Background: an optimization exercise with open tools, aiming at small area, a short achievable clock period and few clock cycles per item. Do not read the settings as production practice. RTL that was checked went through simulation tests only; none was proved equivalent to the original. The RTL of run 5 was laid out without a check of its function. Power figures rest on the tool's default switching activity, not on a simulated workload.

===== flow/constraint.sdc =====
create_clock -name core_clock -period 8.0 [get_ports {clk}]
set_input_delay 1.6000 -clock core_clock [delete_from_list [all_inputs] [get_ports {clk}]]
set_output_delay 1.6000 -clock core_clock [all_outputs]
set_load 0.01 [all_outputs]

===== flow/config.mk =====
export PLATFORM = sky130hd
export DESIGN_NAME = fsync_refmgr
export DESIGN_NICKNAME = fsync_refmgr
export VERILOG_FILES = /design/flow/design.v
export SDC_FILE = /design/flow/constraint.sdc
export NUM_CORES = 4
export LEC_CHECK = 0
export ABC_AREA = 1
export CAP_MARGIN = 20
export CORE_MARGIN = 2
export CORE_UTILIZATION = 40
export SETUP_SLACK_MARGIN = 5
export SLEW_MARGIN = 20

===== flow/design.v =====
module fsync_evq #(
    parameter DEPTH = 32,
    parameter AW    = 5,
    parameter W     = 17
) (
    input  wire          clk,
    input  wire          rst,
    input  wire          clear,
    input  wire          push,
    input  wire [W-1:0]  push_data,
    input  wire          pop,
    output wire [W-1:0]  head_data,
    output wire [W-1:0]  last_data
);
    reg [DEPTH*W-1:0] sr;
    reg               wq_push;    
    reg [W-1:0]       wq_data;    
    reg [AW-1:0]      pidx;       
    reg               pempty;     
    assign head_data = pempty ? wq_data : sr[pidx*W +: W];
    assign last_data = wq_data;
    always @(posedge clk) begin
        wq_data <= push_data;
        if (wq_push)
            sr <= {sr[(DEPTH-1)*W-1:0], wq_data};
    end
    always @(posedge clk) begin
        if (rst || clear) begin
            wq_push <= 1'b0;
            pidx    <= {AW{1'b1}};
            pempty  <= 1'b1;
        end else begin
            wq_push <= push;
            if (wq_push && !pop) begin
                pidx   <= pidx + 1'b1;
                pempty <= 1'b0;
            end else if (!wq_push && pop) begin
                pidx   <= pidx - 1'b1;
                pempty <= (pidx == {AW{1'b0}});
            end
        end
    end
endmodule
module fsync_ring #(
    parameter DEPTH = 16,
    parameter AW    = 4,
    parameter W     = 16
) (
    input  wire          clk,
    input  wire          rst,
    input  wire          clear,
    input  wire          push,
    input  wire [W-1:0]  push_data,
    input  wire          pop,
    output wire [W-1:0]  head_data
);
    reg [DEPTH*W-1:0] sr;
    reg               wr;         
    reg [AW-1:0]      pidx;       
    assign head_data = sr[pidx*W +: W];
    always @(posedge clk) begin
        if (wr)
            sr <= {sr[(DEPTH-1)*W-1:0], push_data};
    end
    always @(posedge clk) begin
        if (rst || clear) begin
            wr   <= 1'b0;
            pidx <= {AW{1'b1}};
        end else begin
            wr <= push;
            if (wr && !pop)
                pidx <= pidx + 1'b1;
            else if (!wr && pop)
                pidx <= pidx - 1'b1;
        end
    end
endmodule
module fsync_refmgr (
    input  wire        clk,
    input  wire        rst,
    input  wire        cmd_valid,
    output wire        cmd_ready,
    input  wire [31:0] cmd,
    output reg         done,
    output reg  [7:0]  status_code,
    output reg  [7:0]  last_opc,
    output reg  [31:0] result0,
    output reg  [31:0] result1,
    output reg         direction,
    output reg  [1:0]  p_refs,
    output reg  [1:0]  ref_count,
    output reg  [15:0] ref0,
    output reg  [15:0] ref1,
    output reg  [1:0]  prep_count,
    output reg  [15:0] prep0,
    output reg  [15:0] prep1,
    output reg  [4:0]  ring_count,
    output reg  [31:0] next_display,
    output reg  [5:0]  evq_count
);
    localparam MAX_REFS = 2;
    localparam RING_CAP = 16;
    localparam EVQ_CAP  = 32;
    localparam OP_NOP        = 8'h00;
    localparam OP_RESET      = 8'h01;
    localparam OP_EV_POP     = 8'h02;
    localparam OP_SET_DIR    = 8'h40;
    localparam OP_SET_PREFS  = 8'h41;
    localparam OP_REF_PREP   = 8'h42;
    localparam OP_REF_UPD    = 8'h43;
    localparam OP_POST_DEC   = 8'h44;
    localparam OP_REV_REMOVE = 8'h45;
    localparam ST_OK          = 8'h00;
    localparam ST_SELF_REF    = 8'h04;
    localparam ST_EMPTY       = 8'h05;
    localparam ST_INSUFF_REFS = 8'h14;
    localparam ST_ILLEGAL     = 8'h20;
    localparam ST_RING_FULL   = 8'h23;
    localparam ST_EVQ_FULL    = 8'h24;
    localparam ST_NOT_IN_LIST = 8'h25;
    localparam ST_STATE       = 8'h26;
    reg         ready;
    reg         cmd_v;
    assign cmd_ready = ready;
    reg  [7:0]  opc;
    reg         fld, refb;
    reg  [1:0]  ptype;
    reg  [15:0] frame;
    reg         op_ill, op_reset, op_pop, op_dir, op_prefs;
    reg         op_prep, op_upd, op_post, op_rem;
    reg         pusher;           
    wire [7:0] i_opc = cmd[31:24];
    wire       i_z23 = (cmd[23:0] == 24'd0);
    wire       i_z21 = (cmd[23:21] == 3'd0);
    wire       i_pt0 = (cmd[18:16] == 3'd0);
    wire       i_dir   = (i_opc == OP_SET_DIR) && (cmd[23:1] == 23'd0);
    wire       i_prefs = (i_opc == OP_SET_PREFS) && (cmd[23:2] == 22'd0) && (cmd[1] ^ cmd[0]);
    wire       i_prep  = (i_opc == OP_REF_PREP) && i_z21 && !cmd[19] && !cmd[18];
    wire       i_upd   = (i_opc == OP_REF_UPD) && i_z21 && i_pt0;
    wire       i_post  = (i_opc == OP_POST_DEC) && i_z21 && !cmd[20] && i_pt0;
    wire       i_rem   = (i_opc == OP_REV_REMOVE) && i_z21 && !cmd[19] && i_pt0;
    wire       i_nop   = (i_opc == OP_NOP) && i_z23;
    wire       i_reset = (i_opc == OP_RESET) && i_z23;
    wire       i_pop   = (i_opc == OP_EV_POP) && i_z23;
    wire       i_ill   = !(i_nop || i_reset || i_pop || i_dir || i_prefs ||
                           i_prep || i_upd || i_post || i_rem);
    wire       i_pusher = (i_opc == OP_REF_UPD) || (i_opc == OP_POST_DEC) ||
                          (i_opc == OP_REV_REMOVE);
    always @(posedge clk) begin
        if (ready) begin
            opc      <= i_opc;
            fld      <= cmd[20];
            refb     <= cmd[19];
            ptype    <= cmd[17:16];
            frame    <= cmd[15:0];
            op_ill   <= i_ill;
            op_reset <= i_reset;
            op_pop   <= i_pop;
            op_dir   <= i_dir;
            op_prefs <= i_prefs;
            op_prep  <= i_prep;
            op_upd   <= i_upd;
            op_post  <= i_post;
            op_rem   <= i_rem;
            pusher   <= i_pusher;
        end
    end
    reg  [4:0]  xfer;             
    reg         rel2p;            
    wire        busy  = rel2p || (xfer != 5'd0);
    wire        stall = cmd_v && pusher && busy;
    wire        exec  = cmd_v && !stall;
    reg         evq_push;
    reg  [16:0] evq_push_data;
    wire        evq_pop;
    wire [16:0] evq_head;
    wire [16:0] evq_last;
    reg         ring_push;
    wire        ring_pop = !rel2p && (xfer != 5'd0);
    wire [15:0] ring_head;
    wire        clear = exec && op_reset;
    fsync_evq #(.DEPTH(EVQ_CAP), .AW(5), .W(17)) u_evq (
        .clk       (clk),
        .rst       (rst),
        .clear     (clear),
        .push      (evq_push),
        .push_data (evq_push_data),
        .pop       (evq_pop),
        .head_data (evq_head),
        .last_data (evq_last)
    );
    fsync_ring #(.DEPTH(RING_CAP), .AW(4), .W(16)) u_ring (
        .clk       (clk),
        .rst       (rst),
        .clear     (clear),
        .push      (ring_push),
        .push_data (evq_last[15:0]),
        .pop       (ring_pop),
        .head_data (ring_head)
    );
    reg [1:0] req;
    always @(*) begin
        case (ptype)
            2'd1:    req = p_refs;
            2'd2:    req = 2'd2;
            default: req = 2'd0;
        endcase
    end
    wire evq_empty = (evq_count == 6'd0);
    wire evq_full  = evq_count[5];                               
    wire evq_room2 = (evq_count <= 6'd30);
    wire [6:0] evq_need = {1'b0, evq_count} + {2'b00, ring_count};
    wire evq_room_drain = (evq_need <= 7'd31);                   
    wire ring_full = ring_count[4];
    wire hit0 = (ref_count != 2'd0) && (ref0 == frame);
    wire hit1 = ref_count[1] && (ref1 == frame);
    wire upd_rel   = op_upd && ((refb && fld && ref_count == MAX_REFS) || !refb);
    wire upd_ok    = !upd_rel || !evq_full;
    wire post_ok   = !direction ? !evq_full : (refb ? evq_room_drain : !ring_full);
    wire rem_ok    = (hit0 || hit1) && (fld ? evq_room2 : !evq_full);
    assign evq_pop = exec && op_pop && !evq_empty;
    reg  [31:0] pop_disp;
    wire [31:0] nd_inc  = next_display + 32'd1;
    wire [31:0] nd_ring = next_display + {27'd0, ring_count} + 32'd1;
    always @(*) begin
        evq_push      = 1'b0;
        evq_push_data = {op_post, frame};
        ring_push     = 1'b0;
        if (rel2p) begin
            evq_push      = 1'b1;
            evq_push_data = evq_last;
        end else if (xfer != 5'd0) begin
            evq_push      = 1'b1;
            evq_push_data = {1'b1, ring_head};
        end else if (exec) begin
            if (upd_rel) begin
                evq_push = !evq_full;
                if (refb)
                    evq_push_data = {1'b0, ref0};
            end
            if (op_post) begin
                if (direction && !refb)
                    ring_push = !ring_full;
                else
                    evq_push = post_ok;
            end
            if (op_rem)
                evq_push = rem_ok;
        end
    end
    wire busy_next = (xfer > 5'd1) ||
                     (exec && op_post && direction && refb && ring_count != 5'd0) ||
                     (exec && op_rem && fld);
    wire v_next      = ready ? cmd_valid : stall;
    wire pusher_next = ready ? i_pusher : pusher;
    always @(posedge clk) begin
        if (rst) begin
            ready <= 1'b1;
            cmd_v <= 1'b0;
        end else begin
            ready <= !(v_next && pusher_next && busy_next);
            cmd_v <= v_next;
        end
    end
    always @(posedge clk) begin
        if (rst) begin
            done         <= 1'b0;
            xfer         <= 5'd0;
            rel2p        <= 1'b0;
            status_code  <= ST_OK;
            last_opc     <= 8'h00;
            result0      <= 32'd0;
            result1      <= 32'd0;
            direction    <= 1'b0;
            p_refs       <= 2'd1;
            ref_count    <= 2'd0;
            ref0         <= 16'd0;
            ref1         <= 16'd0;
            prep_count   <= 2'd0;
            prep0        <= 16'd0;
            prep1        <= 16'd0;
            ring_count   <= 5'd0;
            evq_count    <= 6'd0;
            next_display <= 32'd0;
            pop_disp     <= 32'd0;
        end else begin
            done  <= exec;
            rel2p <= 1'b0;
            if (!rel2p && xfer != 5'd0)
                xfer <= xfer - 5'd1;
            if (exec) begin
                last_opc    <= opc;
                status_code <= op_ill ? ST_ILLEGAL : ST_OK;
                if (op_reset) begin
                    xfer         <= 5'd0;
                    result0      <= 32'd0;
                    result1      <= 32'd0;
                    ref_count    <= 2'd0;
                    ref0         <= 16'd0;
                    ref1         <= 16'd0;
                    prep_count   <= 2'd0;
                    prep0        <= 16'd0;
                    prep1        <= 16'd0;
                    ring_count   <= 5'd0;
                    evq_count    <= 6'd0;
                    next_display <= 32'd0;
                    pop_disp     <= 32'd0;
                end
                if (op_pop) begin
                    if (evq_empty) begin
                        status_code <= ST_EMPTY;
                        result0     <= 32'd0;
                        result1     <= 32'd0;
                    end else begin
                        evq_count <= evq_count - 6'd1;
                        result0   <= {2'b00, evq_head[16], !evq_head[16], 12'd0, evq_head[15:0]};
                        if (evq_head[16]) begin
                            result1  <= pop_disp;
                            pop_disp <= pop_disp + 32'd1;
                        end else begin
                            result1  <= 32'd0;
                        end
                    end
                end
                if (op_dir) begin
                    if (ring_count != 5'd0)
                        status_code <= ST_STATE;
                    else
                        direction <= frame[0];
                end
                if (op_prefs)
                    p_refs <= frame[1:0];
                if (op_prep) begin
                    if (ref_count >= req) begin
                        prep_count <= req;
                        result0    <= {30'd0, req};
                        if (req == 2'd2) begin
                            prep0 <= ref0;
                            prep1 <= ref1;
                        end else if (req == 2'd1) begin
                            prep0 <= ref_count[1] ? ref1 : ref0;
                            prep1 <= 16'd0;
                        end else begin
                            prep0 <= 16'd0;
                            prep1 <= 16'd0;
                        end
                    end else if (fld && req == 2'd1 && ref_count == 2'd0) begin
                        prep_count  <= 2'd1;
                        prep0       <= frame;
                        prep1       <= 16'd0;
                        result0     <= 32'd1;
                        status_code <= ST_SELF_REF;
                    end else begin
                        prep_count  <= 2'd0;
                        prep0       <= 16'd0;
                        prep1       <= 16'd0;
                        result0     <= 32'd0;
                        status_code <= ST_INSUFF_REFS;
                    end
                end
                if (op_upd) begin
                    if (!upd_ok) begin
                        status_code <= ST_EVQ_FULL;
                    end else begin
                        if (upd_rel)
                            evq_count <= evq_count + 6'd1;
                        if (refb && fld) begin
                            if (ref_count == MAX_REFS) begin
                                ref0 <= ref1;
                                ref1 <= frame;
                            end else begin
                                if (ref_count == 2'd0)
                                    ref0 <= frame;
                                else
                                    ref1 <= frame;
                                ref_count <= ref_count + 2'd1;
                            end
                        end
                        if (refb && fld && ref_count != MAX_REFS)
                            result0 <= {30'd0, ref_count + 2'd1};
                        else
                            result0 <= {30'd0, ref_count};
                    end
                end
                if (op_post) begin
                    if (!post_ok) begin
                        status_code <= !direction || refb ? ST_EVQ_FULL : ST_RING_FULL;
                    end else if (!direction) begin
                        evq_count    <= evq_count + 6'd1;
                        next_display <= nd_inc;
                        result0      <= 32'd1;
                        result1      <= nd_inc;
                    end else if (!refb) begin
                        ring_count <= ring_count + 5'd1;
                        result0    <= 32'd0;
                        result1    <= next_display;
                    end else begin
                        evq_count    <= evq_need[5:0] + 6'd1;
                        ring_count   <= 5'd0;
                        xfer         <= ring_count;
                        next_display <= nd_ring;
                        result0      <= {27'd0, ring_count} + 32'd1;
                        result1      <= nd_ring;
                    end
                end
                if (op_rem) begin
                    if (!(hit0 || hit1)) begin
                        status_code <= ST_NOT_IN_LIST;
                    end else if (!rem_ok) begin
                        status_code <= ST_EVQ_FULL;
                    end else begin
                        evq_count <= evq_count + (fld ? 6'd2 : 6'd1);
                        rel2p     <= fld;
                        if (hit0)
                            ref0 <= ref1;
                        ref1      <= 16'd0;
                        ref_count <= ref_count - 2'd1;
                        result0   <= {30'd0, ref_count - 2'd1};
                    end
                end
            end
        end
    end
endmodule

===== flow/run.sh =====
#!/bin/bash
# synth_recipe.tcl (not shown) runs the flow's synth.tcl, then flattens the netlist and writes it again
# the make line also repeats each setting of config.mk as NAME=value (left out here)
make -C /OpenROAD-flow-scripts/flow DESIGN_CONFIG=/design/flow/config.mk WORK_HOME=/design/flow/orfs CLKGATE_MAP_FILE= SYNTH_SCRIPT=/design/flow/synth_recipe.tcl finish

==> impl_summary.txt, run 1 <==
----------------------------------------------------
[Outcome]
  Result of the run ... finished clean

[Worst setup path]
  Endpoint required time on the critical path ... 8590 ps
  Worst Setup End Kind ... flip-flop
  Family with the most delay on the worst path ... simple AND/OR/NAND/NOR gates
  Number of buffer and inverter stages on the critical path ... 3
  Arr. time, crit path ... 3580 ps
  Critical path startpoint ... evq_count[0]
  Worst-path fanout max ... 37
  Slowest library cell on the worst path ... sky130_fd_sc_hd__dfxtp_4
  Most common cell on crit path ... sky130_fd_sc_hd__nand2_1
  Cell Chain, Critical Path ... clkinvlp_4, ha_1, nand2_1, nor2_1, nand2_2, nand2_8, inv_12, nand2_1, ha_1, inv_2, ha_1, nand2_1, nand2_1, a21oi_2, nor2_1, nor2_1, xor2_1, nand2_1
  Longest individual stage delay on the worst path ... 390 ps
  Setup crit start kind ... flip-flop
  Kind of critical path ... reg2reg
  R2R Path Start ... evq_count[0]

[Routing]
  Remaining antenna violation count ... 0
  Post-Route M1 WL ... 64.93 mm
  Vias per inst ... 5.631
  Initial detailed-routing violation count ... 4,548
  Highest Signal Layer ... met4
  Total number of vias ... 40,310
  Mean routed wirelength per cell ... 20.80 um
  DR DRC count ... 0
  Met2 routed WL ... 68.83 mm
  WL final ... 148.9 mm
  Total iterations of the first detailed-routing run ... 6
  Sum of met3 wire segment lengths after detailed routing ... 10.10 mm

[Floorplan]
  Number of top-level pins ... 231
  Die area ... 128,900 um^2
  Core Rows ... 130
  Width of the die ... 359.1 um
  Area of the core region ... 125,400 um^2
  Initial Util ... 40.21%
  Die Ht ... 359.1 um

[Timing]
  RSZ-0062 raised after global routing ... yes
  Maximum achievable frequency ... 334.3 MHz
  Measured slew at the worst slew-check pin ... 1105 ps
  Hold slack final ... 436.9 ps
  Final-report setup violation count ... 0
  Worst setup skew after layout ... 29.98 ps
  Shortest period the worst path allows ... 2992 ps
  Worst max-slew margin expressed relative to the limit ... 26.31%
  Number of pins exceeding their max-slew limit in the final report ... 0
  Total count of hold-check failures in the final report ... 0
  Period Utilization, post-route ... 37.39%
  TNS Setup ... 0 ps

[Hold path]
  Hold path start ... u_ring.sr[99]
  Tightest Hold Check Type ... reg2reg

[Power]
  Static leakage ... 21.16 nW
  Pwr Density ... 293.5 nW/um^2
  Final Total Pwr ... 17.41 mW
  Worst IR drop on VDD ... 0.0002514 V

[Yosys]
  Dominant register cell in the synthesized netlist ... sky130_fd_sc_hd__edfxtp_1
  Warning count from the yosys run ... 3
  Syn Inst Count ... 5,247
  Number of synthesized register bits ... 1,099
  Per-instance average area after synthesis ... 9.611 um^2
  Mapped cell area ... 50,430 um^2
  Number of different library cells in the post-synthesis netlist ... 59
  Sequential share of the synthesized area ... 60.58%
  Async SR Flop Fraction ... 0%
  Number of enable-type register cells in the synthesized netlist ... 854

[Placed design]
  Final RePlAce weighted congestion ... 0.8807
  Number of buffers inserted by port buffering ... 227
  Sum of net half-perimeters after detailed placement ... 84.81 mm

[Job]
  Max capacitance violation total ... 0

[Global routing]
  All-Layer GR Usage ... 21.86%
  Wire length of the first global-routing pass ... 224.7 mm
  Aggregate global routing overflow ... 0
  Via count of the first global-routing pass ... 37,460
  Initial antenna violation count ... 0
  Pin count of the biggest net entering global routing ... 215

[Final layout]
  Share of the core filled with cells ... 47.31%
  Area grow syn2layout ... 17.64%
  Layout cell share with drive strength beyond 1 ... 11.98%
  Diodes inserted ... 0
  Number of nets in the final layout ... 5,479
  Area of all sequential standard cells ... 30,860 um^2
  Number of filler cells placed in the layout ... 11,580
  Footprint of the multi-input gates ... 17,610 um^2

[Clock network]
  Clock tree root buffer cell ... sky130_fd_sc_hd__clkbuf_16
  TritonCTS Buffers ... 118
  # H-tree levels ... 3
  Clock slew at reported path FFs ... 60 ps
  TritonCTS clock tree ... done
  Clock network latency to the later pin of the worst-skew pair ... 720 ps
  Maximum count of clock buffers along a single path ... 3
  # clock sinks ... 1,099

----------------------------------------------------
[power by group]
part           leakage, nW  switching (mW)  internal (mW)
clock network         1.84            2.33           3.02
registers             10.2           0.685           7.57
logic                 9.16            2.69           1.12
[cell usage in the layout (no fill, tap or decap), drive strengths merged, types with 9 or more instances in the layout]
cell           Yosys  layout
a21oi            270     270
buf              132     144
clkbuf           204     161
clkdlybuf4s15      0     111
clkdlybuf4s50      0      33
clkinv             5      65
clkinvlp           0      12
dfxtp            245     245
dlygate4sd2        0      61
edfxtp           854     854
ha                36      36
inv              311     311
nand2            908     911
nand3            371     372
nand4             66      66
nor2             736     736
nor3              45      45
nor4               9       9
o211ai           138     138
o21ai            634     634
o221ai            73      73
o22ai             82      82
o31ai             13      13
xnor2             12      12
xor2              47      47
[path summary, 6_finish.rpt]
path | endpoint | slack [ps] | depth (start not counted)
hold / removal | u_ring.sr[115] | 440 | 0
setup / recovery | u_evq.pidx[4] | 5010 | 18
setup reg to reg | u_evq.pidx[4] | 5010 | 18
hold reg to reg | u_ring.sr[115] | 440 | 0
[synthesized netlist by cell type (all sizes together) (6+ instances only)]
| cell | n | area [um^2] |
|---|---|---|
| nand2 | 908 | 3431 |
| edfxtp | 854 | 25640 |
| nor2 | 736 | 2815 |
| o21ai | 634 | 3177 |
| nand3 | 371 | 1884 |
| inv | 311 | 1172 |
| a21oi | 270 | 1351 |
| dfxtp | 245 | 4905 |
| clkbuf | 204 | 772.0 |
| o211ai | 138 | 1036 |
| buf | 132 | 779.5 |
| o22ai | 82 | 513.0 |
| o221ai | 73 | 639.4 |
| nand4 | 66 | 412.9 |
| xor2 | 47 | 411.6 |
| nor3 | 45 | 264.0 |
| ha | 36 | 450.4 |
| o31ai | 13 | 97.59 |
| xnor2 | 12 | 105.1 |
| nor4 | 9 | 56.30 |
| a31oi | 8 | 50.05 |
| or2 | 7 | 43.80 |
| nand3b | 6 | 45.04 |
[cell type report]
type | count | share of cell area [%]
tap | 1650 | 3.480
clock buffer | 151 | 5.273
timing repair buffer | 360 | 6.188
timing repair inverter | 6 | 0.1202
multi-input combinational | 3502 | 29.69
sequential | 1099 | 52.03
clock inverter | 74 | 1.042
inverter | 316 | 2.179
[state kept, by name, summed over array words and instances (netlist names), 6 cells and up]
register and cells:
evq_count 6, frame 16, last_opc 8, next_display 32, opc 8, pop_disp 32
prep0 16, prep1 16, ref0 16, ref1 16, result0 32, result1 32
u_evq.sr 544, u_evq.wq_data 17, u_ring.sr 256
[logic make-up after synthesis]
logic type	after synthesis	synth area share [%]
XOR/XNOR	59	1.025
AO/OA/AOI/OAI	1244	14.06
adder cells (fa/ha/maj)	41	1.092
buffers and inverters	652	5.439
AND/OR/NAND/NOR	2151	17.80
flip-flops	1099	60.58
other	1	0.007436
[per-stage QoR]
stage | cell area (um^2) | cells | worst slack (ps)
5_1_grt | 59320 | 7158 | 4773
3_3_place_gp | 53690 | 6832 | 3467
6_report | 59320 | 7158 | 5008
3_5_place_dp | 53690 | 6832 | 3409
4_1_cts | 58630 | 7123 | 4884
2_1_floorplan | 50480 | 5249 | 2299
[layer usage]
layer,up-vias,track usage [%]
met3,310,3.395
li1,18800,-
met2,1542,34.88
met5,-,0
met1,19660,30.28
met4,0,7.719
[worst register-to-register path, cell delays in order, from the launching register on]
cell and delay, ps:
sky130_fd_sc_hd__dfxtp_4 390, sky130_fd_sc_hd__clkinvlp_4 170, sky130_fd_sc_hd__ha_1 270, sky130_fd_sc_hd__nand2_1 100
sky130_fd_sc_hd__nor2_1 70, sky130_fd_sc_hd__nand2_2 170, sky130_fd_sc_hd__nand2_8 90, sky130_fd_sc_hd__inv_12 200
sky130_fd_sc_hd__nand2_1 110, sky130_fd_sc_hd__ha_1 240, sky130_fd_sc_hd__inv_2 120, sky130_fd_sc_hd__ha_1 280
sky130_fd_sc_hd__nand2_1 90, sky130_fd_sc_hd__nand2_1 60, sky130_fd_sc_hd__a21oi_2 140, sky130_fd_sc_hd__nor2_1 60
sky130_fd_sc_hd__nor2_1 110, sky130_fd_sc_hd__xor2_1 150, sky130_fd_sc_hd__nand2_1 60
[timing repair]
item	in CTS	in global routing
cloned	13	7
hold buffers	0	0
hold endpoints to repair	0	0
buffers inserted	53	28
resized for setup	664	115
pin swaps	11	18
endpoints found under the setup margin	452	337
Testbench counts, summed over its fixed seeds: cycles 18,671, commands 18,562.
==> run 2: changes to the inputs <==
--- a/flow/config.mk
+++ b/flow/config.mk
@@ -7,6 +7,5 @@
 export LEC_CHECK = 0
-export ABC_AREA = 1
 export CAP_MARGIN = 20
 export CORE_MARGIN = 2
-export CORE_UTILIZATION = 40
+export CORE_UTILIZATION = 60
 export SETUP_SLACK_MARGIN = 5
==> impl_summary.txt, run 2 <==
----------------------------------------------------
[Routing]
  Total iterations of the first detailed-routing run ... 6 (unchanged)
  Total number of vias ... 30,790 (was 40,310)
  DR DRC count ... 0 (unchanged)
  Vias per inst ... 6.705 (was 5.631)
  Mean routed wirelength per cell ... 27.82 um (was 20.80 um)
  Initial detailed-routing violation count ... 3,899 (was 4,548)
  WL final ... 127.8 mm (was 148.9 mm)
  Remaining antenna violation count ... 0 (unchanged)

[Final layout]
  Commonest cells after routing, fill and taps aside ... sky130_fd_sc_hd__edfxtp_1, sky130_fd_sc_hd__nand2_1, sky130_fd_sc_hd__mux4_2 (was sky130_fd_sc_hd__nand2_1, sky130_fd_sc_hd__edfxtp_1, sky130_fd_sc_hd__nor2_1)
  Regs by FF count ... u_evq.sr (544), u_ring.sr (256) (unchanged)
  Max FFs per register ... 544 (unchanged)
  Number of nets in the final layout ... 3,534 (was 5,479)
  Diodes inserted ... 0 (unchanged)
  Number of filler cells placed in the layout ... 4,963 (was 11,580)
  Most common library cell in the layout ignoring fill and taps ... sky130_fd_sc_hd__edfxtp_1 (was sky130_fd_sc_hd__nand2_1)
  Area of all sequential standard cells ... 30,860 um^2 (about the same)
  Area grow syn2layout ... 19.79% (was 17.64%)
  Register with the highest flop count ... u_evq.sr (unchanged)
  Footprint of the multi-input gates ... 15,850 um^2 (was 17,610 um^2)
  Layout cell share with drive strength beyond 1 ... 25.95% (was 11.98%)

[Timing]
  Worst-case setup margin in the final layout ... 4902 ps (was 5008 ps)
  Total count of hold-check failures in the final report ... 0 (unchanged)
  Worst max-slew margin expressed relative to the limit ... 24.15% (was 26.31%)
  TNS Setup ... 0 ps (unchanged)
  Maximum achievable frequency ... 322.8 MHz (was 334.3 MHz)
  RSZ-0062 raised after global routing ... yes (unchanged)
  Number of pins exceeding their max-slew limit in the final report ... 0 (unchanged)
  Worst setup skew after layout ... 43.85 ps (was 29.98 ps)
  Measured slew at the worst slew-check pin ... 1138 ps (was 1105 ps)
  Period Utilization, post-route ... 38.73% (was 37.39%)
  Final-report setup violation count ... 0 (unchanged)
  Shortest period the worst path allows ... 3098 ps (was 2992 ps)

[Power]
  Sw Share ... 27.54% (was 32.72%)
  Power share of the sequential group ... 48.4% (was 47.4%)
  Static leakage ... 19.89 nW (was 21.16 nW)
  Combinational fraction of design power ... 20.7% (was 21.9%)
  Internal power ... 12.29 mW (was 11.71 mW)
  Worst IR drop on VDD ... 0.0002123 V (was 0.0002514 V)
  Reported net switching power ... 4.670 mW (was 5.698 mW)
  Share of power burned in the clock network ... 30.9% (was 30.7%)
  Final Total Pwr ... 16.96 mW (was 17.41 mW)
  Pwr Density ... 303.7 nW/um^2 (was 293.5 nW/um^2)

[Global routing]
  Aggregate global routing overflow ... 0 (unchanged)
  Pin count of the biggest net entering global routing ... 207 (was 215)
  All-Layer GR Usage ... 31.58% (was 21.86%)
  Initial antenna violation count ... 4 (was 0)
  Via count of the first global-routing pass ... 29,360 (was 37,460)
  Wire length of the first global-routing pass ... 188.2 mm (was 224.7 mm)

[Floorplan]
  Initial Util ... 60.37% (was 40.21%)
  Die area ... 79,930 um^2 (was 128,900 um^2)
  Area of the core region ... 77,210 um^2 (was 125,400 um^2)
  Core Rows ... 102 (was 130)
  Width of the die ... 282.7 um (was 359.1 um)
  Number of top-level pins ... 231 (unchanged)
  Die Ht ... 282.7 um (was 359.1 um)

[Clock network]
  TritonCTS clock tree ... done (unchanged)
  Clock slew at reported path FFs ... 60 ps (about the same)
  Clock tree root buffer cell ... sky130_fd_sc_hd__clkbuf_16 (unchanged)
  # H-tree levels ... 3 (unchanged)
  Post-cts hold buffer count ... 0 (unchanged)
  Clock network latency to the later pin of the worst-skew pair ... 700 ps (was 720 ps)
  Maximum count of clock buffers along a single path ... 3 (unchanged)
  TritonCTS Buffers ... 108 (was 118)
  # clock sinks ... 1,099 (unchanged)

[Worst setup path]
  Worst-path fanout max ... 8 (was 37)
  Kind of critical path ... reg2reg (unchanged)
  Family with the most delay on the worst path ... compound AO/OA/AOI/OAI gates (was simple AND/OR/NAND/NOR gates)
  Worst Setup End Kind ... flip-flop (unchanged)
  Arr. time, crit path ... 3670 ps (was 3580 ps)
  Endpoint required time on the critical path ... 8570 ps (was 8590 ps)
  Cell Chain, Critical Path ... ha_4, inv_2, fa_2, xnor2_2, and4_1, mux2i_2, o311ai_4, buf_6, a21oi_4, buf_12, a31oi_4, buf_12, buf_16, nand2_4, o31ai_2 (was clkinvlp_4, ha_1, nand2_1, nor2_1, nand2_2, nand2_8, inv_12, nand2_1, ha_1, inv_2, ha_1, nand2_1, nand2_1, a21oi_2, nor2_1, nor2_1, xor2_1, nand2_1)
  Number of buffer and inverter stages on the critical path ... 5 (was 3)
  Setup crit start kind ... flip-flop (unchanged)
  Most common cell on crit path ... sky130_fd_sc_hd__buf_12 (was sky130_fd_sc_hd__nand2_1)
  Critical path startpoint ... ring_count[0] (was evq_count[0])
  Slowest library cell on the worst path ... sky130_fd_sc_hd__dfxtp_4 (unchanged)
  Longest individual stage delay on the worst path ... 390 ps (about the same)
  R2R Path Start ... ring_count[0] (was evq_count[0])

[Yosys]
  Synth Area in Simple Gates ... 7.513% (was 17.80%)
  Xor and xnor fraction of the mapped netlist area ... 1.409% (was 1.025%)
  Largest family of logic cells by synthesized area ... multiplexers (was simple AND/OR/NAND/NOR gates)
  Cell with the most instances after synthesis ... sky130_fd_sc_hd__edfxtp_1 (was sky130_fd_sc_hd__nand2_1)
  Number of enable-type register cells in the synthesized netlist ... 854 (unchanged)
  Top post-synthesis cells by area ... sky130_fd_sc_hd__edfxtp_1, sky130_fd_sc_hd__mux4_2, sky130_fd_sc_hd__dfxtp_1, sky130_fd_sc_hd__nand2_1, sky130_fd_sc_hd__o21ai_0 (was sky130_fd_sc_hd__edfxtp_1, sky130_fd_sc_hd__dfxtp_1, sky130_fd_sc_hd__nand2_1, sky130_fd_sc_hd__o21ai_0, sky130_fd_sc_hd__nor2_1)
  Mapped cell area ... 46,610 um^2 (was 50,430 um^2)
  Number of synthesized register bits ... 1,099 (unchanged)
  Post-synth top area share ... 55.02% (was 50.85%)
  Most used standard cells in the synthesized netlist ... sky130_fd_sc_hd__edfxtp_1, sky130_fd_sc_hd__nand2_1, sky130_fd_sc_hd__dfxtp_1, sky130_fd_sc_hd__mux4_2, sky130_fd_sc_hd__o21ai_0 (was sky130_fd_sc_hd__nand2_1, sky130_fd_sc_hd__edfxtp_1, sky130_fd_sc_hd__nor2_1, sky130_fd_sc_hd__o21ai_0, sky130_fd_sc_hd__nand3_1)
  Number of different library cells in the post-synthesis netlist ... 94 (was 59)
  Largest area contributor in the synthesized netlist ... sky130_fd_sc_hd__edfxtp_1 (unchanged)
  Mux share of post-synthesis cell area ... 13.02% (was 0%)
  Warning count from the yosys run ... 3 (unchanged)
  Async SR Flop Fraction ... 0% (unchanged)
  Syn Inst Count ... 3,158 (was 5,247)
  Per-instance average area after synthesis ... 14.76 um^2 (was 9.611 um^2)
  Dominant register cell in the synthesized netlist ... sky130_fd_sc_hd__edfxtp_1 (unchanged)
  Area share of fa/ha/maj cells after synthesis ... 1.181% (was 1.092%)
  Post-synthesis compound-gate area fraction ... 8.931% (was 14.06%)
  Sequential share of the synthesized area ... 65.54% (was 60.58%)

[Hold path]
  Tightest Hold Check Type ... reg2reg (unchanged)
  Hold path start ... u_evq.sr[107] (was u_ring.sr[99])

[Placed design]
  Final RePlAce weighted congestion ... 0.9140 (was 0.8807)
  Sum of net half-perimeters after detailed placement ... 76.08 mm (was 84.81 mm)
  Number of buffers inserted by port buffering ... 227 (unchanged)
  Worst Setup Slack post-DPL ... 3606 ps (was 3409 ps)

[Job]
  Max capacitance violation total ... 0 (unchanged)

[Outcome]
  Result of the run ... finished clean (unchanged)

----------------------------------------------------
==> run 2: cell types whose count changed after synthesis, moves of 53 or more <==
cell	change
sky130_fd_sc_hd__inv_1	-255
sky130_fd_sc_hd__nand2_1	-628
sky130_fd_sc_hd__o21ai_0	-448
sky130_fd_sc_hd__a21oi_1	-129
sky130_fd_sc_hd__a22oi_1	+53
sky130_fd_sc_hd__o211ai_1	-117
sky130_fd_sc_hd__nand3_1	-277
sky130_fd_sc_hd__o221ai_1	-67
sky130_fd_sc_hd__nor2_1	-570
sky130_fd_sc_hd__o22ai_1	-71
sky130_fd_sc_hd__mux2i_1	+53
sky130_fd_sc_hd__mux4_2	+244
sky130_fd_sc_hd__clkbuf_1	-59
==> run 2: logic make-up after synthesis <==
logic type	count (synthesis)
adders and majority gates	41
AOI/OAI and AO/OA	645
and+or+nand+nor	736
buffers and inverters	260
DFF	1099
muxes	301
other	1
xor gates and xnor gates	75
==> run 2: final cells by class <==
cell class / instances / area share [%]
Timing Repair Buffer: 401 / 7.043
Multi-Input combinational cell: 1803 / 28.38
Sequential cell: 1099 / 55.26
Tap cell: 1040 / 2.331
Inverter: 45 / 0.3294
Clock buffer: 138 / 5.349
Clock inverter: 67 / 1.302
==> run 2: timing repair <==
action                                 4_1_cts  5_1_grt
setup endpoints to repair                  452      253
gates cloned                                 9        5
endpoints found under the hold margin        0        0
gates resized for setup                    543      212
setup buffers                               69       48
pin swaps                                   15       54
==> run 2: stage by stage <==
step	cells	instance area (um^2)	util (%)	hold WS, ps
finish	4593	55830	72.31	407.3
global route	4593	55830	72.31	426.1
detailed placement	4256	49760	64.45	427.0
global placement	4255	49750	64.43	424.5
floorplan	3160	46710	-	420.4
CTS	4539	54730	70.89	413.5
==> run 2: final timing paths <==
| path | endpoint | slack (ps) | depth (start not counted) |
|---|---|---|---|
| worst max-delay path | next_display[28] | 4900 | 15 |
| worst min-delay path | u_evq.sr[124] | 410 | 0 |
| worst max register to register | next_display[28] | 4900 | 15 |
| worst min register to register | u_evq.sr[124] | 410 | 0 |
==> run 2: layer usage <==
metal	share of wire, %	routed length (um)	global-route usage [%]	up-vias
met4	4.1	5180	12.10	2
met3	9.0	11470	7.056	289
met1	40	50850	44.51	15750
met2	47	60270	48.67	1683
met5	0.010	13	0	-
li1	-	-	-	13080
==> run 2: power by group through the flow <==
stage	logic, mW	clock network [mW]	registers (mW)
after floorplan	2.26	0	8.28
after global placement	3.05	0	8.29
after detailed placement	3.10	0	8.35
after CTS	3.41	5.30	8.21
after global routing	3.74	5.53	8.30
final	3.51	5.23	8.21
==> run 3: changes to the inputs <==
--- a/flow/config.mk
+++ b/flow/config.mk
@@ -7,2 +7,3 @@
 export LEC_CHECK = 0
+export ABC_AREA = 1
 export CAP_MARGIN = 20
==> impl_summary.txt, run 3 <==
----------------------------------------------------
[Yosys]
  Async SR Flop Fraction ... 0% (unchanged)
  Area share of fa/ha/maj cells after synthesis ... 1.092% (was 1.181%)
  Largest family of logic cells by synthesized area ... simple AND/OR/NAND/NOR gates (was multiplexers)
  Number of synthesized register bits ... 1,099 (unchanged)
  Sequential share of the synthesized area ... 60.58% (was 65.54%)
  Largest area contributor in the synthesized netlist ... sky130_fd_sc_hd__edfxtp_1 (unchanged)
  Top post-synthesis cells by area ... sky130_fd_sc_hd__edfxtp_1, sky130_fd_sc_hd__dfxtp_1, sky130_fd_sc_hd__nand2_1, sky130_fd_sc_hd__o21ai_0, sky130_fd_sc_hd__nor2_1 (was sky130_fd_sc_hd__edfxtp_1, sky130_fd_sc_hd__mux4_2, sky130_fd_sc_hd__dfxtp_1, sky130_fd_sc_hd__nand2_1, sky130_fd_sc_hd__o21ai_0)
  Dominant register cell in the synthesized netlist ... sky130_fd_sc_hd__edfxtp_1 (unchanged)
  Warning count from the yosys run ... 3 (unchanged)
  Cell with the most instances after synthesis ... sky130_fd_sc_hd__nand2_1 (was sky130_fd_sc_hd__edfxtp_1)
  Number of enable-type register cells in the synthesized netlist ... 854 (unchanged)
  Syn Inst Count ... 5,247 (was 3,158)
  Number of different library cells in the post-synthesis netlist ... 59 (was 94)
  Most used standard cells in the synthesized netlist ... sky130_fd_sc_hd__nand2_1, sky130_fd_sc_hd__edfxtp_1, sky130_fd_sc_hd__nor2_1, sky130_fd_sc_hd__o21ai_0, sky130_fd_sc_hd__nand3_1 (was sky130_fd_sc_hd__edfxtp_1, sky130_fd_sc_hd__nand2_1, sky130_fd_sc_hd__dfxtp_1, sky130_fd_sc_hd__mux4_2, sky130_fd_sc_hd__o21ai_0)
  Mux share of post-synthesis cell area ... 0% (was 13.02%)
  Post-synthesis compound-gate area fraction ... 14.06% (was 8.931%)
  Per-instance average area after synthesis ... 9.611 um^2 (was 14.76 um^2)
  Xor and xnor fraction of the mapped netlist area ... 1.025% (was 1.409%)
  Mapped cell area ... 50,430 um^2 (was 46,610 um^2)
  Synth Area in Simple Gates ... 17.80% (was 7.513%)
  Post-synth top area share ... 50.85% (was 55.02%)

[Floorplan]
  Die area ... 86,380 um^2 (was 79,930 um^2)
  Area of the core region ... 83,420 um^2 (was 77,210 um^2)
  Number of top-level pins ... 231 (unchanged)
  Die Ht ... 293.9 um (was 282.7 um)
  Initial Util ... 60.45% (was 60.37%)
  Width of the die ... 293.9 um (was 282.7 um)
  Core Rows ... 106 (was 102)

[Timing]
  Measured slew at the worst slew-check pin ... 1068 ps (was 1138 ps)
  RSZ-0062 raised after global routing ... yes (unchanged)
  Final-report setup violation count ... 0 (unchanged)
  Total count of hold-check failures in the final report ... 0 (unchanged)
  TNS Setup ... 0 ps (unchanged)
  Period Utilization, post-route ... 37.37% (was 38.73%)
  Worst-case setup margin in the final layout ... 5011 ps (was 4902 ps)
  Shortest period the worst path allows ... 2989 ps (was 3098 ps)
  Worst setup skew after layout ... 54.29 ps (was 43.85 ps)
  Maximum achievable frequency ... 334.5 MHz (was 322.8 MHz)
  Worst max-slew margin expressed relative to the limit ... 28.71% (was 24.15%)
  Number of pins exceeding their max-slew limit in the final report ... 0 (unchanged)

[Routing]
  Total number of vias ... 40,150 (was 30,790)
  WL final ... 141.1 mm (was 127.8 mm)
  DR DRC count ... 0 (unchanged)
  Total iterations of the first detailed-routing run ... 6 (unchanged)
  Mean routed wirelength per cell ... 21.51 um (was 27.82 um)
  Vias per inst ... 6.123 (was 6.705)
  Remaining antenna violation count ... 0 (unchanged)
  Initial detailed-routing violation count ... 4,417 (was 3,899)

[Placed design]
  Number of buffers inserted by port buffering ... 227 (unchanged)
  Final RePlAce weighted congestion ... 0.9431 (was 0.9140)
  Worst Setup Slack post-DPL ... 3690 ps (was 3606 ps)
  Sum of net half-perimeters after detailed placement ... 83.06 mm (was 76.08 mm)

[Final layout]
  Number of filler cells placed in the layout ... 6,403 (was 4,963)
  Number of nets in the final layout ... 5,458 (was 3,534)
  Commonest cells after routing, fill and taps aside ... sky130_fd_sc_hd__nand2_1, sky130_fd_sc_hd__edfxtp_1, sky130_fd_sc_hd__nor2_1 (was sky130_fd_sc_hd__edfxtp_1, sky130_fd_sc_hd__nand2_1, sky130_fd_sc_hd__mux4_2)
  Register with the highest flop count ... u_evq.sr (unchanged)
  Area of all sequential standard cells ... 30,850 um^2 (was 30,860 um^2)
  Footprint of the multi-input gates ... 17,520 um^2 (was 15,850 um^2)
  Area grow syn2layout ... 15.59% (was 19.79%)
  Max FFs per register ... 544 (unchanged)
  Layout cell share with drive strength beyond 1 ... 10.24% (was 25.95%)
  Regs by FF count ... u_evq.sr (544), u_ring.sr (256) (unchanged)
  Most common library cell in the layout ignoring fill and taps ... sky130_fd_sc_hd__nand2_1 (was sky130_fd_sc_hd__edfxtp_1)
  Diodes inserted ... 0 (unchanged)

[Outcome]
  Result of the run ... finished clean (unchanged)

[Global routing]
  Aggregate global routing overflow ... 0 (unchanged)
  Via count of the first global-routing pass ... 36,810 (was 29,360)
  Pin count of the biggest net entering global routing ... 179 (was 207)
  Most used routing layer ... met2 (unchanged)
  All-Layer GR Usage ... 31.74% (was 31.58%)
  Wire length of the first global-routing pass ... 214.8 mm (was 188.2 mm)
  Initial antenna violation count ... 1 (was 4)
  Global Route met3 Usage ... 5.619% (was 7.056%)
  Fraction of met2 tracks used by global routing ... 48.34% (was 48.67%)
  Met1 Track Usage GR ... 46.40% (was 44.51%)

[Worst setup path]
  Family with the most delay on the worst path ... flip-flops (was compound AO/OA/AOI/OAI gates)
  Endpoint required time on the critical path ... 6400 ps (was 8570 ps)
  Worst-path fanout max ... 6 (was 8)
  Arr. time, crit path ... 1390 ps (was 3670 ps)
  Kind of critical path ... reg2out (was reg2reg)
  Number of buffer and inverter stages on the critical path ... 1 (was 5)
  Cell Chain, Critical Path ... dlygate4sd2_1 (was ha_4, inv_2, fa_2, xnor2_2, and4_1, mux2i_2, o311ai_4, buf_6, a21oi_4, buf_12, a31oi_4, buf_12, buf_16, nand2_4, o31ai_2)
  Longest individual stage delay on the worst path ... 410 ps (was 390 ps)
  Worst Setup End Kind ... primary output (was flip-flop)
  Slowest library cell on the worst path ... sky130_fd_sc_hd__dfxtp_4 (unchanged)
  Setup crit start kind ... flip-flop (unchanged)

[Clock network]
  # clock sinks ... 1,099 (unchanged)
  Clock slew at reported path FFs ... 60 ps (about the same)
  Clock tree root buffer cell ... sky130_fd_sc_hd__clkbuf_16 (unchanged)
  Maximum count of clock buffers along a single path ... 3 (unchanged)
  TritonCTS Buffers ... 112 (was 108)
  Clock network latency to the later pin of the worst-skew pair ... 700 ps (about the same)
  Post-cts hold buffer count ... 0 (unchanged)
  # H-tree levels ... 3 (unchanged)
  TritonCTS clock tree ... done (unchanged)

[Power]
  Worst IR drop on VDD ... 0.0002417 V (was 0.0002123 V)
  Static leakage ... 21.40 nW (was 19.89 nW)
  Pwr Density ... 297.9 nW/um^2 (was 303.7 nW/um^2)

[Job]
  Max capacitance violation total ... 0 (unchanged)

[Hold path]
  Tightest Hold Check Type ... reg2reg (unchanged)

----------------------------------------------------
[run 3: changes by cell type in the layout (fill, tap and decap cells not counted), sizes merged, moves of 64 or more]
cell	change
nor2	+582
o211ai	+117
o21ai	+431
nand3	+280
nand2	+642
o22ai	+71
a21oi	+127
inv	+263
buf	-64
mux4	-244
o221ai	+67
[run 3: path summary, 6_finish.rpt]
path | start | endpoint | slack (ps) | cells after the start
setup / recovery | evq_count[0] | evq_count[0] | 5010 | 1
hold / removal | u_ring.sr[37] | u_ring.sr[53] | 430 | 0
setup reg to reg | evq_count[0] | u_evq.wq_push | 5100 | 16
hold reg to reg | u_ring.sr[37] | u_ring.sr[53] | 430 | 0
[run 3: repair_timing]
| item | CTS | global route |
|---|---|---|
| setup endpoints to repair | 730 | 306 |
| setup buffers | 43 | 19 |
| resized for setup | 502 | 101 |
| pin swaps | 9 | 12 |
| cloned | 13 | 6 |
[run 3: area by class of cell]
class | instances | area share [%]
Clock buffer | 134 | 5.072
Tap cell | 1080 | 2.318
Timing Repair inverter | 4 | 0.05795
Timing Repair Buffer | 345 | 5.971
Clock inverter | 75 | 1.348
Inverter | 316 | 2.243
Multi-Input combinational cell | 3504 | 30.06
Sequential cell | 1099 | 52.93
[run 3: cells by family (layout without fill, tap and decap cells)]
family,after synthesis,after routing
DFF,1099,1099
AOI/OAI and AO/OA,1244,1244
other,1,3
and+or+nand+nor,2151,2157
buffers and inverters,652,874
adders and majority gates,41,41
xor gates and xnor gates,59,59
[run 3: metal layers]
metal / vias up / part of all wire, %
li1: 18760 / -
met1: 19190 / 43
met2: 1877 / 45
met3: 321 / 8.9
met4: 2 / 3.4
met5: - / 0.0085
[run 3: metrics by stage]
step	cells	cell area, um^2	hold WS, ps	utilization (%)	power, mW
2_1_floorplan	5249	50480	417.4	-	10.73
3_3_place_gp	6266	52960	421.2	63.49	11.94
3_5_place_dp	6266	52960	426.4	63.49	12.01
4_1_cts	6531	57760	429.8	69.24	17.33
5_1_grt	6557	58290	432.0	69.87	18.17
6_report	6557	58290	430.2	69.87	17.36
[run 3: where the power goes]
part / switching (mW) / internal (mW) / total (mW)
logic: 2.66 / 1.12 / 3.78
registers: 0.714 / 7.57 / 8.28
clock network: 2.23 / 3.06 / 5.29
total: 5.61 / 11.8 / 17.4
==> run 4: changes to the inputs <==
==> flow/flow/run.sh (new file) <==
#!/bin/bash
set -euo pipefail
echo "export SETUP_SLACK_MARGIN = 5.5" >> config.mk
bash standard.sh > standard.log 2>&1
==> flow/standard.sh (new file) <==
#!/bin/bash
# synth_recipe.tcl (not shown) runs the flow's synth.tcl, then flattens the netlist and writes it again
# the make line also repeats each setting of config.mk as NAME=value (left out here)
make -C /OpenROAD-flow-scripts/flow DESIGN_CONFIG=/design/flow/config.mk WORK_HOME=/design/flow/orfs CLKGATE_MAP_FILE= SYNTH_SCRIPT=/design/flow/synth_recipe.tcl "${@:-finish}"
--- a/flow/config.mk
+++ b/flow/config.mk
@@ -11,3 +11,3 @@
 export CORE_UTILIZATION = 60
-export SETUP_SLACK_MARGIN = 5
 export SLEW_MARGIN = 20
+export SETUP_SLACK_MARGIN = 5.5
removed: flow/run.sh
==> impl_summary.txt, run 4 <==
----------------------------------------------------
[Timing]
  Period Utilization, post-route ... 36.88% (was 37.37%)
  Shortest period the worst path allows ... 2950 ps (was 2989 ps)
  RSZ-0062 raised after global routing ... yes (unchanged)
  Maximum achievable frequency ... 338.9 MHz (was 334.5 MHz)
  Worst setup skew after layout ... 37.51 ps (was 54.29 ps)
  Worst max-slew margin expressed relative to the limit ... 23.78% (was 28.71%)
  TNS Setup ... 0 ps (unchanged)
  Measured slew at the worst slew-check pin ... 1143 ps (was 1068 ps)
  Final-report setup violation count ... 0 (unchanged)
  Total count of hold-check failures in the final report ... 0 (unchanged)
  Number of pins exceeding their max-slew limit in the final report ... 0 (unchanged)

[Final layout]
  Area grow syn2layout ... 25.24% (was 15.59%)
  Area of all sequential standard cells ... 31,080 um^2 (was 30,850 um^2)
  Most common library cell in the layout ignoring fill and taps ... sky130_fd_sc_hd__edfxtp_1 (was sky130_fd_sc_hd__nand2_1)
  Number of filler cells placed in the layout ... 5,536 (was 6,403)
  Register with the highest flop count ... u_evq.sr (unchanged)
  Layout cell share with drive strength beyond 1 ... 22.89% (was 10.24%)
  Regs by FF count ... u_evq.sr (544), u_ring.sr (256) (unchanged)
  Max FFs per register ... 544 (unchanged)
  Share of the core filled with cells ... 75.71% (was 69.87%)
  Number of nets in the final layout ... 5,732 (was 5,458)
  Footprint of the multi-input gates ... 18,970 um^2 (was 17,520 um^2)
  Commonest cells after routing, fill and taps aside ... sky130_fd_sc_hd__edfxtp_1, sky130_fd_sc_hd__nand2_1, sky130_fd_sc_hd__nor2_1 (was sky130_fd_sc_hd__nand2_1, sky130_fd_sc_hd__edfxtp_1, sky130_fd_sc_hd__nor2_1)

[Power]
  Internal power ... 11.87 mW (was 11.76 mW)
  Static leakage ... 23.49 nW (was 21.40 nW)
  Share of power burned in the clock network ... 29.3% (was 30.5%)
  Reported net switching power ... 5.801 mW (was 5.607 mW)
  Power share of the sequential group ... 46.7% (was 47.7%)
  Pwr Density ... 279.7 nW/um^2 (was 297.9 nW/um^2)
  Sw Share ... 32.84% (was 32.29%)
  Final Total Pwr ... 17.67 mW (was 17.36 mW)
  Worst IR drop on VDD ... 0.0002020 V (was 0.0002417 V)
  Combinational fraction of design power ... 24.0% (was 21.8%)

[Yosys]
  Number of enable-type register cells in the synthesized netlist ... 854 (unchanged)
  Async SR Flop Fraction ... 0% (unchanged)
  Top post-synthesis cells by area ... sky130_fd_sc_hd__edfxtp_1, sky130_fd_sc_hd__dfxtp_1, sky130_fd_sc_hd__nand2_1, sky130_fd_sc_hd__o21ai_0, sky130_fd_sc_hd__nor2_1 (unchanged)
  Number of synthesized register bits ... 1,099 (unchanged)
  Cell with the most instances after synthesis ... sky130_fd_sc_hd__nand2_1 (unchanged)
  Mapped cell area ... 50,430 um^2 (unchanged)
  Sequential share of the synthesized area ... 60.58% (unchanged)
  Warning count from the yosys run ... 3 (unchanged)
  Most used standard cells in the synthesized netlist ... sky130_fd_sc_hd__nand2_1, sky130_fd_sc_hd__edfxtp_1, sky130_fd_sc_hd__nor2_1, sky130_fd_sc_hd__o21ai_0, sky130_fd_sc_hd__nand3_1 (unchanged)
  Number of different library cells in the post-synthesis netlist ... 59 (unchanged)
  Per-instance average area after synthesis ... 9.611 um^2 (unchanged)
  Post-synth top area share ... 50.85% (unchanged)
  Syn Inst Count ... 5,247 (unchanged)
  Dominant register cell in the synthesized netlist ... sky130_fd_sc_hd__edfxtp_1 (unchanged)
  Largest area contributor in the synthesized netlist ... sky130_fd_sc_hd__edfxtp_1 (unchanged)

[Routing]
  Remaining antenna violation count ... 0 (unchanged)
  Total number of vias ... 42,760 (was 40,150)
  Mean routed wirelength per cell ... 22.82 um (was 21.51 um)
  WL final ... 155.9 mm (was 141.1 mm)
  Total iterations of the first detailed-routing run ... 8 (was 6)
  DR DRC count ... 0 (unchanged)
  Initial detailed-routing violation count ... 5,498 (was 4,417)
  Vias per inst ... 6.260 (was 6.123)

[Global routing]
  Wire length of the first global-routing pass ... 230.0 mm (was 214.8 mm)
  All-Layer GR Usage ... 34.21% (was 31.74%)
  Initial antenna violation count ... 1 (unchanged)
  Via count of the first global-routing pass ... 38,940 (was 36,810)
  Aggregate global routing overflow ... 0 (unchanged)
  Pin count of the biggest net entering global routing ... 177 (was 179)

[Clock network]
  Clock network latency to the later pin of the worst-skew pair ... 700 ps (about the same)
  Clock slew at reported path FFs ... 70 ps (was 60 ps)
  Maximum count of clock buffers along a single path ... 3 (unchanged)
  # clock sinks ... 1,099 (unchanged)
  # H-tree levels ... 3 (unchanged)
  Clock tree root buffer cell ... sky130_fd_sc_hd__clkbuf_16 (unchanged)
  TritonCTS clock tree ... done (unchanged)
  TritonCTS Buffers ... 111 (was 112)
  Post-cts hold buffer count ... 0 (unchanged)

[Hold path]
  Number of cells traversed by the worst hold path ... 0 (unchanged)
  Tightest Hold Check Type ... reg2reg (unchanged)

[Worst setup path]
  Endpoint required time on the critical path ... 8610 ps (was 6400 ps)
  Setup crit start kind ... flip-flop (unchanged)
  Logic depth of the worst register-to-register path ... 20 (was 16)
  Worst-path fanout max ... 5 (was 6)
  Arr. time, crit path ... 3560 ps (was 1390 ps)
  Kind of critical path ... reg2reg (was reg2out)
  Worst Setup End Kind ... flip-flop (was primary output)

[Floorplan]
  Number of top-level pins ... 231 (unchanged)
  Initial Util ... 60.45% (unchanged)
  Core Rows ... 106 (unchanged)
  Width of the die ... 293.9 um (unchanged)
  Die area ... 86,380 um^2 (unchanged)
  Die Ht ... 293.9 um (unchanged)
  Area of the core region ... 83,420 um^2 (unchanged)

[Placed design]
  Number of buffers inserted by port buffering ... 227 (unchanged)
  Sum of net half-perimeters after detailed placement ... 82.81 mm (was 83.06 mm)
  Final RePlAce weighted congestion ... 0.9613 (was 0.9431)

[Job]
  Max capacitance violation total ... 0 (unchanged)

[Outcome]
  Result of the run ... finished clean (unchanged)

----------------------------------------------------
==> run 4: through the flow <==
step / hold slack, ps / setup slack [ps] / instance area (um^2) / cells
6_report: 434.4 / 5050 / 63160 / 6831
5_1_grt: 442.5 / 4946 / 63150 / 6830
4_1_cts: 428.2 / 5103 / 61570 / 6750
3_3_place_gp: 421.0 / 3637 / 52990 / 6264
3_5_place_dp: 425.7 / 3501 / 52990 / 6264
2_1_floorplan: 417.4 / 2299 / 50520 / 5249
==> run 4: per-layer routing <==
layer  part of all wire [%]  routed length [um]  global-route usage [%]  up-vias
met2                     45               69430                   50.96     2530
met3                    9.7               15190                   6.367      534
met5                 0.0083                  13                       0        -
met4                    5.1                7955                   15.60        2
li1                       -                   -                       -    19320
met1                     41               63290                   48.95    20370
==> run 4: final cells by class <==
class,instances,area share (%)
sequential,1099,49.21
multi-input combinational,3512,30.04
timing repair buffer,604,10.45
clock buffer,160,5.070
inverter,316,2.181
tap,1080,2.140
clock inverter,47,0.7053
timing repair inverter,12,0.2021
antenna,1,0.003962
==> run 4: critical path, cell delays in order (launching register included) <==
cell,delay [ps]
sky130_fd_sc_hd__dfxtp_4,370
sky130_fd_sc_hd__ha_4,170
sky130_fd_sc_hd__inv_2,50
sky130_fd_sc_hd__fa_2,440
sky130_fd_sc_hd__inv_2,100
sky130_fd_sc_hd__nand2_2,70
sky130_fd_sc_hd__nor2_2,140
sky130_fd_sc_hd__nand3_2,120
sky130_fd_sc_hd__nor2_4,140
sky130_fd_sc_hd__nand2_2,90
sky130_fd_sc_hd__nand3_4,80
sky130_fd_sc_hd__nand2_4,80
sky130_fd_sc_hd__buf_6,140
sky130_fd_sc_hd__buf_6,110
sky130_fd_sc_hd__buf_6,120
sky130_fd_sc_hd__nand3_4,110
sky130_fd_sc_hd__buf_6,190
sky130_fd_sc_hd__nand3_1,80
sky130_fd_sc_hd__nand3_1,100
sky130_fd_sc_hd__nand2_1,60
sky130_fd_sc_hd__a21oi_1,120
==> run 4: cells by family (layout without fill, tap and decap cells) <==
family          after synthesis  in the layout  synth area share [%]
xor+xnor                     59             59                 1.025
simple gates               2151           2165                 17.80
fa+ha+maj                    41             41                 1.092
flops                      1099           1099                 60.58
compound gates             1244           1244                 14.06
buf+inv                     652           1139                 5.439
other cells                   1              4              0.007436
==> run 4: worst paths after layout <==
| path | from | endpoint | slack [ps] |
|---|---|---|---|
| worst min register to register | u_ring.sr[78] | u_ring.sr[94] | 430 |
| worst max register to register | evq_count[0] | result0[1] | 5050 |
| worst min-delay path | u_ring.sr[78] | u_ring.sr[94] | 430 |
| worst max-delay path | evq_count[0] | result0[1] | 5050 |
==> run 4: timing repair <==
action                                  in CTS  in global routing
resized for setup                         1710                214
buffers inserted                           242                 69
hold endpoints to repair                     0                  0
pin swaps                                  105                104
endpoints found under the setup margin     670                584
gates cloned                                37                 11
==> run 4: power groups by stage <==
stage / sequential (mW) / combinational [mW] / clock (mW)
after floorplan: 8.39 / 2.35 / 0
after global placement: 8.37 / 3.56 / 0
after detailed placement: 8.41 / 3.59 / 0
after CTS: 8.24 / 4.03 / 5.23
after global routing: 8.34 / 4.66 / 5.45
final: 8.25 / 4.25 / 5.17
==> run 5: changes to the inputs <==
--- a/flow/design.v
+++ b/flow/design.v
@@ -222,4 +222,4 @@
     reg  [31:0] pop_disp;
-    wire [31:0] nd_inc  = next_display + 32'd1;
-    wire [31:0] nd_ring = next_display + {27'd0, ring_count} + 32'd1;
+    wire [4:0]  nd_skip = (direction && refb) ? ring_count : 5'd0;
+    wire [31:0] nd_next = next_display + {27'd0, nd_skip} + 32'd1;
     always @(*) begin
@@ -389,5 +389,5 @@
                         evq_count    <= evq_count + 6'd1;
-                        next_display <= nd_inc;
+                        next_display <= nd_next;
                         result0      <= 32'd1;
-                        result1      <= nd_inc;
+                        result1      <= nd_next;
                     end else if (!refb) begin
@@ -400,5 +400,5 @@
                         xfer         <= ring_count;
-                        next_display <= nd_ring;
+                        next_display <= nd_next;
                         result0      <= {27'd0, ring_count} + 32'd1;
-                        result1      <= nd_ring;
+                        result1      <= nd_next;
                     end
==> flow/run.sh (new file) <==
#!/bin/bash
# synth_recipe.tcl (not shown) runs the flow's synth.tcl, then flattens the netlist and writes it again
# the make line also repeats each setting of config.mk as NAME=value (left out here)
make -C /OpenROAD-flow-scripts/flow DESIGN_CONFIG=/design/flow/config.mk WORK_HOME=/design/flow/orfs CLKGATE_MAP_FILE= SYNTH_SCRIPT=/design/flow/synth_recipe.tcl finish
--- a/flow/config.mk
+++ b/flow/config.mk
@@ -7,3 +7,2 @@
 export LEC_CHECK = 0
-export ABC_AREA = 1
 export CAP_MARGIN = 20
@@ -11,3 +10,3 @@
 export CORE_UTILIZATION = 60
+export SETUP_SLACK_MARGIN = 5
 export SLEW_MARGIN = 20
-export SETUP_SLACK_MARGIN = 5.5
removed: flow/flow/run.sh
removed: flow/standard.sh
==> impl_summary.txt, run 5 <==
----------------------------------------------------
[Clock network]
  Post-cts hold buffer count ... 0 (unchanged)
  Clock network latency to the later pin of the worst-skew pair ... 690 ps (was 700 ps)
  Clock slew at reported path FFs ... 60 ps (was 70 ps)
  Clock tree root buffer cell ... sky130_fd_sc_hd__clkbuf_16 (unchanged)
  TritonCTS clock tree ... done (unchanged)
  TritonCTS Buffers ... 112 (was 111)

[Worst setup path]
  Slack of the worst reg-to-reg path ... 4890 ps (was 5050 ps)
  Kind of critical path ... reg2reg (unchanged)
  Critical path capture point ... next_display[28] (was result0[1])
  Setup crit start kind ... flip-flop (unchanged)
  Worst Setup End Kind ... flip-flop (unchanged)
  Arr. time, crit path ... 3630 ps (was 3560 ps)
  Worst-path fanout max ... 14 (was 5)
  R2R Path Start ... evq_count[0] (unchanged)

[Timing]
  Shortest period the worst path allows ... 3114 ps (was 2950 ps)
  Hold slack final ... 437.3 ps (was 434.4 ps)
  Final-report setup violation count ... 0 (unchanged)
  Period Utilization, post-route ... 38.92% (was 36.88%)
  Worst max-slew margin expressed relative to the limit ... 24.07% (was 23.78%)
  RSZ-0062 raised after global routing ... yes (unchanged)
  Maximum achievable frequency ... 321.2 MHz (was 338.9 MHz)
  Measured slew at the worst slew-check pin ... 1139 ps (was 1143 ps)
  Number of pins exceeding their max-slew limit in the final report ... 0 (unchanged)
  Total count of hold-check failures in the final report ... 0 (unchanged)

[Placed design]
  Number of buffers inserted by port buffering ... 227 (unchanged)
  Count of placed standard cells including taps ... 4,209 (was 6,264)
  Final RePlAce weighted congestion ... 0.9272 (was 0.9613)
  Sum of net half-perimeters after detailed placement ... 69.42 mm (was 82.81 mm)

[Yosys]
  Number of different library cells in the post-synthesis netlist ... 82 (was 59)
  Sequential share of the synthesized area ... 65.88% (was 60.58%)
  Async SR Flop Fraction ... 0% (unchanged)
  Largest area contributor in the synthesized netlist ... sky130_fd_sc_hd__edfxtp_1 (unchanged)
  Dominant register cell in the synthesized netlist ... sky130_fd_sc_hd__edfxtp_1 (unchanged)
  Post-synth top area share ... 55.31% (was 50.85%)
  Top post-synthesis cells by area ... sky130_fd_sc_hd__edfxtp_1, sky130_fd_sc_hd__mux4_2, sky130_fd_sc_hd__dfxtp_1, sky130_fd_sc_hd__nand2_1, sky130_fd_sc_hd__a21oi_1 (was sky130_fd_sc_hd__edfxtp_1, sky130_fd_sc_hd__dfxtp_1, sky130_fd_sc_hd__nand2_1, sky130_fd_sc_hd__o21ai_0, sky130_fd_sc_hd__nor2_1)
  Mapped cell area ... 46,370 um^2 (was 50,430 um^2)
  Syn Inst Count ... 3,122 (was 5,247)
  Number of enable-type register cells in the synthesized netlist ... 854 (unchanged)
  Cell with the most instances after synthesis ... sky130_fd_sc_hd__edfxtp_1 (was sky130_fd_sc_hd__nand2_1)
  Most used standard cells in the synthesized netlist ... sky130_fd_sc_hd__edfxtp_1, sky130_fd_sc_hd__nand2_1, sky130_fd_sc_hd__dfxtp_1, sky130_fd_sc_hd__mux4_2, sky130_fd_sc_hd__a21oi_1 (was sky130_fd_sc_hd__nand2_1, sky130_fd_sc_hd__edfxtp_1, sky130_fd_sc_hd__nor2_1, sky130_fd_sc_hd__o21ai_0, sky130_fd_sc_hd__nand3_1)

[Floorplan]
  Number of top-level pins ... 231 (unchanged)
  Die area ... 79,520 um^2 (was 86,380 um^2)
  Area of the core region ... 76,200 um^2 (was 83,420 um^2)
  Width of the die ... 282.0 um (was 293.9 um)
  Initial Util ... 60.85% (was 60.45%)

[Global routing]
  Met1 Track Usage GR ... 43.35% (was 48.95%)
  Most used routing layer ... met2 (unchanged)
  All-Layer GR Usage ... 29.50% (was 34.21%)
  Global Route met3 Usage ... 5.916% (was 6.367%)
  Wire length of the first global-routing pass ... 178.4 mm (was 230.0 mm)
  Pin count of the biggest net entering global routing ... 209 (was 177)
  Fraction of met2 tracks used by global routing ... 45.36% (was 50.96%)

[Final layout]
  Finished Layout Cells ... 4,554 (was 6,831)
  Number of nets in the final layout ... 3,505 (was 5,732)
  Commonest cells after routing, fill and taps aside ... sky130_fd_sc_hd__edfxtp_1, sky130_fd_sc_hd__nand2_1, sky130_fd_sc_hd__mux4_2 (was sky130_fd_sc_hd__edfxtp_1, sky130_fd_sc_hd__nand2_1, sky130_fd_sc_hd__nor2_1)
  Diodes inserted ... 0 (was 1)
  Most common library cell in the layout ignoring fill and taps ... sky130_fd_sc_hd__edfxtp_1 (unchanged)
  Share of the core filled with cells ... 73.41% (was 75.71%)
  Layout cell share with drive strength beyond 1 ... 25.54% (was 22.89%)
  Area grow syn2layout ... 20.65% (was 25.24%)
  Register with the highest flop count ... u_evq.sr (unchanged)

[Routing]
  WL final ... 120.1 mm (was 155.9 mm)
  Remaining antenna violation count ... 0 (unchanged)
  Vias per inst ... 6.613 (was 6.260)
  Total number of vias ... 30,120 (was 42,760)

[Power]
  Static leakage ... 19.84 nW (was 23.49 nW)
  Worst IR drop on VDD ... 0.0002411 V (was 0.0002020 V)
  Pwr Density ... 302.6 nW/um^2 (was 279.7 nW/um^2)
  Final Total Pwr ... 16.93 mW (was 17.67 mW)

[Job]
  Max capacitance violation total ... 0 (unchanged)

[Outcome]
  Result of the run ... finished clean (unchanged)

----------------------------------------------------
-- run 5: where the power goes --
part	switching [mW]	internal, mW	leakage (nW)
Clock	2.21	2.97	1.76
Sequential	0.764	7.54	10.1
Combinational	1.65	1.79	7.97
Total	4.63	12.3	19.8
-- run 5: routing by layer --
metal  part of all wire, %  up-vias  wire length (um)
met1                    41    15350             49720
met2                    47     1569             56090
li1                      -    12920                 -
met4                   3.1        2              3726
met5                 0.011        -                13
met3                   8.8      280             10570
-- run 5: repair_timing --
action / CTS / global route
cloned: 11 / 12
setup buffers: 59 / 55
hold endpoints to repair: 0 / 0
endpoints found under the setup margin: 453 / 230
pin swaps: 30 / 83
gates resized for setup: 538 / 193
-- run 5: cell families (layout without fill, tap and decap cells) --
kind of cell | Yosys count | in the layout | synth area share [%]
flip-flops | 1099 | 1099 | 65.88
AND/OR/NAND/NOR | 727 | 731 | 7.450
AO/OA/AOI/OAI | 622 | 624 | 8.621
multiplexers | 308 | 308 | 13.28
buffers and inverters | 257 | 651 | 2.313
XOR/XNOR | 68 | 68 | 1.284
adder cells (fa/ha/maj) | 40 | 40 | 1.160
other | 1 | 3 | 0.008087
-- run 5: critical path: stages (launching register included) --
cell	delay [ps]
sky130_fd_sc_hd__dfxtp_4	390
sky130_fd_sc_hd__ha_4	160
sky130_fd_sc_hd__inv_2	40
sky130_fd_sc_hd__fa_2	520
sky130_fd_sc_hd__inv_2	50
sky130_fd_sc_hd__and3_4	180
sky130_fd_sc_hd__nor2b_4	130
sky130_fd_sc_hd__a311o_1	380
sky130_fd_sc_hd__o22ai_4	200
sky130_fd_sc_hd__buf_4	170
sky130_fd_sc_hd__buf_12	120
sky130_fd_sc_hd__o21ai_4	100
sky130_fd_sc_hd__clkbuf_16	240
sky130_fd_sc_hd__a22oi_1	210
sky130_fd_sc_hd__nor2_1	60
-- run 5: worst min path at each step --
stage,start,endpoint,cells after the start
2_1_floorplan,u_evq.sr[103],u_evq.sr[120],0
3_3_place_gp,u_evq.sr[90],u_evq.sr[107],0
3_5_place_dp,u_evq.sr[226],u_evq.sr[243],0
4_1_cts,u_evq.sr[84],u_evq.sr[101],0
5_1_grt,u_ring.sr[70],u_ring.sr[86],0
6_report,u_ring.sr[64],u_ring.sr[80],0
-- run 5: stage by stage --
stage | area (um^2) | worst slack, ps
2_1_floorplan | 46450 | 2202
3_3_place_gp | 49520 | 3705
3_5_place_dp | 49520 | 3528
4_1_cts | 54570 | 4988
5_1_grt | 55940 | 4753
6_report | 55940 | 4886
-- run 5: layout make-up --
class | instances | area (um^2)
inverters | 41 | 163.9
flip-flops and latches | 1099 | 30840
well taps | 1030 | 1289
clock buffers | 148 | 3033
repair buffers | 402 | 4145
fillers | 4851 | 20260
multi-input cells | 1774 | 15860
clock inverters | 60 | 610.6

## static timing again, ports no longer ideal
No port has a modelled driver above. Below, the same layouts with a new extraction and two added sets of constraints.
Step 1: set_driving_cell puts a clkbuf_16 on clk and a buf_2 on each other input, an assumption about the parent block.
Step 2 adds t to the input delays and takes it off the output delays; t is the mean of the earliest and latest rising clock arrival at the registers after step 1. Input paths then give back, and output paths get back, about the clock's delay inside the block.
Slacks: ideal ports / drivers / drivers and shift; pairs: ideal ports / drivers.
run | t (ns) | setup slack, ns | worst setup path at the end
run 1 | 0.784 | 5.008 / 4.945 / 4.322 | input to register
run 2 | 0.749 | 4.902 / 4.853 / 4.297 | input to register
run 3 | 0.744 | 5.011 / 4.935 / 4.443 | input to register
run 4 | 0.753 | 5.050 / 5.007 / 4.743 | input to register
run 5 | 0.748 | 4.886 / 4.886 / 4.313 | input to register
After both steps setup and hold are still met in every run listed. The setup slack of run 1, which loses most, moves by -0.063 ns with the drivers and by -0.686 ns with both steps.
